What follows belongs to an exercise in optimizing a design on an open flow for small area; a production flow would make more cautious choices. Where RTL was checked, it was by simulation tests only, not by an equivalence proof against the original. Power figures rest on the tool's default switching activity, not on a simulated workload.

## lhce_parse
module lhce_parse (
    input  wire        clk,
    input  wire        rst,           
    input  wire        start,
    input  wire [3:0]  op,
    input  wire [15:0] src_addr,
    input  wire [15:0] src_len,
    input  wire [31:0] ph_src,
    input  wire [31:0] ph_dst,
    output wire        busy,
    output reg         done,
    output wire        mem_rd,
    output wire [9:0]  mem_addr,
    input  wire [31:0] mem_rdata,
    output wire [3:0]  err_code,
    output wire [3:0]  err_sub,
    output wire [31:0] r_csum,
    output wire [31:0] r_csum_field,
    output wire [31:0] r_ip_len,
    output wire [31:0] r_ip_misc,
    output wire [31:0] r_ip_src,
    output wire [31:0] r_ip_dst,
    output wire [31:0] r_ip_hdr,
    output wire [31:0] r_ip_chk,
    output wire [31:0] r_tcp_ports,
    output wire [31:0] r_tcp_seq,
    output wire [31:0] r_tcp_ack,
    output wire [31:0] r_tcp_ctl,
    output wire [31:0] r_tcp_csum,
    output wire [31:0] r_tcp_hdr,
    output wire [31:0] r_pay,
    output wire [31:0] r_out
);
    localparam [3:0] S_IDLE  = 4'd0;
    localparam [3:0] S_PRE   = 4'd1;    
    localparam [3:0] S_TINIT = 4'd2;    
    localparam [3:0] S_TAIL  = 4'd3;    
    localparam [3:0] S_PS    = 4'd4;    
  ...
Size: roughly 2300 cells after synthesis, ~27000 sq um of cells after synthesis.
export LEC_CHECK = 0
export CAP_MARGIN = 20
export CORE_MARGIN = 2
export CORE_UTILIZATION = 72
export CTS_CLUSTER_DIAMETER = 80
export CTS_CLUSTER_SIZE = 26
export PLACE_DENSITY = 0.85
export SLEW_MARGIN = 20
export SYNTH_HIERARCHICAL = 1
export SYNTH_MINIMUM_KEEP_SIZE = 0
create_clock -name core_clock -period 7.0 [get_ports {clk}]
standard.sh (not shown) runs the stock make flow with config.mk's settings and CLKGATE_MAP_FILE= SYNTH_SCRIPT=/design/flow/synth_recipe.tcl, a recipe that flattens the netlist after the stock synthesis.
==> flow/flow/run.sh <==
#!/bin/bash
# Standard layout (the standard.sh, standard synthesis), with the port
# buffers that global placement inserts made of sky130_fd_sc_hd__buf_1 and
# one tie cell per constant value.
set -euo pipefail
export BUFFER_PORTS_ARGS="-buffer_cell sky130_fd_sc_hd__buf_1"
export SKIP_REPAIR_TIE_FANOUT=1
bash standard.sh > standard.log 2>&1
Rerun with:
CORE_UTILIZATION = 60   (was 72)
CTS_CLUSTER_DIAMETER = 90   (was 80)
CTS_CLUSTER_SIZE = 30   (was 26)
PLACE_DENSITY = 0.75   (was 0.85)
Non-clock buffer count goes up by 7; first-iteration DRC count goes down by 9.7%; power drops by about 2%; utilization came out lower by 13 points; routed wire length decreases by about 3.6%.


JK:
lhce_parse, a different RTL version from the one above (not shown whole).
Size in the first run: ~710 flip-flops, ~670 I/O pins, ~0.028 mm^2 of cells after synthesis.
export LEC_CHECK = 0
export CAP_MARGIN = 20
export CORE_MARGIN = 2
export CORE_UTILIZATION = 40
export CTS_BUF_LIST = sky130_fd_sc_hd__clkbuf_4
export CTS_CLUSTER_DIAMETER = 40
export CTS_CLUSTER_SIZE = 10
export PLACE_DENSITY = 0.6
export SLEW_MARGIN = 20
export SYNTH_HIERARCHICAL = 1
export SYNTH_MINIMUM_KEEP_SIZE = 0
create_clock -name core_clock -period 7.0 [get_ports {clk}]
==> flow/flow/run.sh <==
#!/bin/bash
# Standard layout (the standard.sh, standard synthesis), with the port
# buffers that global placement inserts made of sky130_fd_sc_hd__buf_1.
set -euo pipefail
export BUFFER_PORTS_ARGS="-buffer_cell sky130_fd_sc_hd__buf_1"
bash standard.sh > standard.log 2>&1
The following lists how MS was set up differently from JK:
Settings: a change of CTS_CLUSTER_DIAMETER from 40 to 90; a deleted CTS_BUF_LIST that had been sky130_fd_sc_hd__clkbuf_4; a change of CTS_CLUSTER_SIZE from 10 to 30.
--- a/flow/flow/run.sh
+++ b/flow/flow/run.sh
@@ -3 +3,2 @@
-# buffers that global placement inserts made of sky130_fd_sc_hd__buf_1.
+# buffers that global placement inserts made of sky130_fd_sc_hd__buf_1 and
+# one tie cell per constant value.
@@ -5,0 +7 @@
+export SKIP_REPAIR_TIE_FANOUT=1
==> comparison <==
Total instance count after detailed placement delta for MS relative to JK: about 2.3% lower. Against JK, MS comes in 2.2% lower on wire length of the first global-routing pass. Compared with JK, MS shows number of nets at the end of the flow lower by about 4.6%. On detailed-route wire length, JK loses to MS. In the reports for JK and MS, the smaller hold slack belongs to JK. MS against JK: area added between synthesis and finish has decreased; maximum frequency moved up.


Another version of the RTL of lhce_parse (not shown whole).
Size: ~3900 cells after synthesis, ~720 flip-flops, about 670 I/O pins, roughly 30000 um^2 of cells after synthesis.
==> flow/design.v (excerpt) <==
module lhce_parse (
    input  wire        clk,
    input  wire        rst,           
    input  wire        start,
    input  wire [3:0]  op,
    input  wire [15:0] src_addr,
    input  wire [15:0] src_len,
    input  wire [31:0] ph_src,
    input  wire [31:0] ph_dst,
    output wire        busy,
    output reg         done,
    output wire        mem_rd,
    output wire [9:0]  mem_addr,
    input  wire [31:0] mem_rdata,
    output wire [3:0]  err_code,
    output wire [3:0]  err_sub,
    output wire [31:0] r_csum,
    output wire [31:0] r_csum_field,
    output wire [31:0] r_ip_len,
    output wire [31:0] r_ip_misc,
    output wire [31:0] r_ip_src,
    output wire [31:0] r_ip_dst,
    output wire [31:0] r_ip_hdr,
    output wire [31:0] r_ip_chk,
    output wire [31:0] r_tcp_ports,
    output wire [31:0] r_tcp_seq,
    output wire [31:0] r_tcp_ack,
    output wire [31:0] r_tcp_ctl,
    output wire [31:0] r_tcp_csum,
    output wire [31:0] r_tcp_hdr,
    output wire [31:0] r_pay,
    output wire [31:0] r_out
);
clock: 7.0 ns
lec_check: 0
abc_area: 1
cap_margin: 20
core_margin: 2
core_utilization: 40
cts_buf_list: sky130_fd_sc_hd__clkbuf_2 sky130_fd_sc_hd__clkbuf_4 sky130_fd_sc_hd__clkbuf_8
place_density: 0.6
slew_margin: 20
run.sh (not shown) runs the stock make flow with config.mk's settings and CLKGATE_MAP_FILE= SYNTH_SCRIPT=/design/flow/synth_recipe.tcl, a recipe that flattens the netlist after the stock synthesis.
Stock flow here: none of the scripts above is used.
Change:
Settings changed: ABC_AREA 1 to unset, CTS_BUF_LIST sky130_fd_sc_hd__clkbuf_2 sky130_fd_sc_hd__clkbuf_4 sky130_fd_sc_hd__clkbuf_8 to unset, CTS_CLUSTER_DIAMETER set to 100, CTS_CLUSTER_SIZE set to 30.
What happened: The changed run passed the timing, DRC and antenna checks; area after synthesis is lower by 2.2%; total power goes up by about 13%; design area falls by about 6%; final cell count drops by 11%; fmax fell by 2.3%; via count fell by about 9%; count of clock-buffer cells in the layout went down by 151; first-iteration DRC count decreases by about 8%.
Change:
Settings changed: CTS_CLUSTER_DIAMETER 100 to unset, CTS_CLUSTER_SIZE 30 to unset.
Result:
- The changed run passed the timing, DRC and antenna checks
- clock skew grows by 0.023 ns
- global-route usage grows by 0.53 points
- die area is unchanged
- setup slack gets worse by 0.028 ns
- synthesized area stays the same
- via count grows by 1.3%
- wire length grows by 1.4%
Change:
Settings changed: ABC_AREA set to 1.
What happened: Worst hold slack hardly moves; via count rose by about 7%; die area rose by about 2.2%; area after synthesis rose by 2.2%; sequential share of layout area fell by 0.62 points; clock-buffer cell count fell by 4; sequential cell count is unchanged; setup slack gains 0.25 ns; core utilization fell by 0.21 points.
Function was not checked in any run of this note: the RTL went through the layout flow alone.

-- separate check: timing with driven ports --
No port has a modelled driver above. Below, the same layouts with a new extraction and two added sets of constraints. Step 1 (the two cells are an assumption about what drives the block):
set clk [get_ports {clk}]
set_driving_cell -lib_cell sky130_fd_sc_hd__clkbuf_16 $clk
set_driving_cell -lib_cell sky130_fd_sc_hd__buf_2 [delete_from_list [all_inputs] $clk]
Step 2 adds t to the input delays and takes it off the output delays; t is the mean of the earliest and latest rising clock arrival at the registers after step 1. Input paths then give back, and output paths get back, about the clock's delay inside the block. a / b / c = ideal / step 1 / step 2; a / b = the first two.
| run | shift t [ns] | setup WS [ns] | worst setup path at the end | latest minus earliest clock arrival (ns) |
|---|---|---|---|---|
| the first run of note 1 | 0.611 | 0.628 / 0.628 / 0.628 | register to register | 0.041 / 0.041 |
| the second run of note 1 | 0.690 | 1.306 / 1.306 / 1.130 | input to register | 0.046 / 0.047 |
| JK | 0.956 | 1.429 / 1.368 / 1.662 | register to register | 0.137 / 0.137 |
| MS | 0.650 | 1.668 / 1.668 / 1.668 | register to register | 0.045 / 0.044 |
| the first run of note 3 | 0.816 | 1.622 / 1.556 / 1.841 | input to register | 0.052 / 0.053 |
| the second run of note 3 | 0.670 | 1.497 / 1.430 / 1.320 | input to register | 0.036 / 0.036 |
| the third run of note 3 | 0.700 | 1.469 / 1.400 / 1.299 | input to register | 0.059 / 0.059 |
| the fourth run of note 3 | 0.703 | 1.716 / 1.649 / 1.871 | input to register | 0.042 / 0.042 |
After both steps every run listed still meets setup and hold. For the second run of note 3, which loses most, drivers alone change the setup slack by -0.067 ns; drivers and shift together by -0.177 ns.
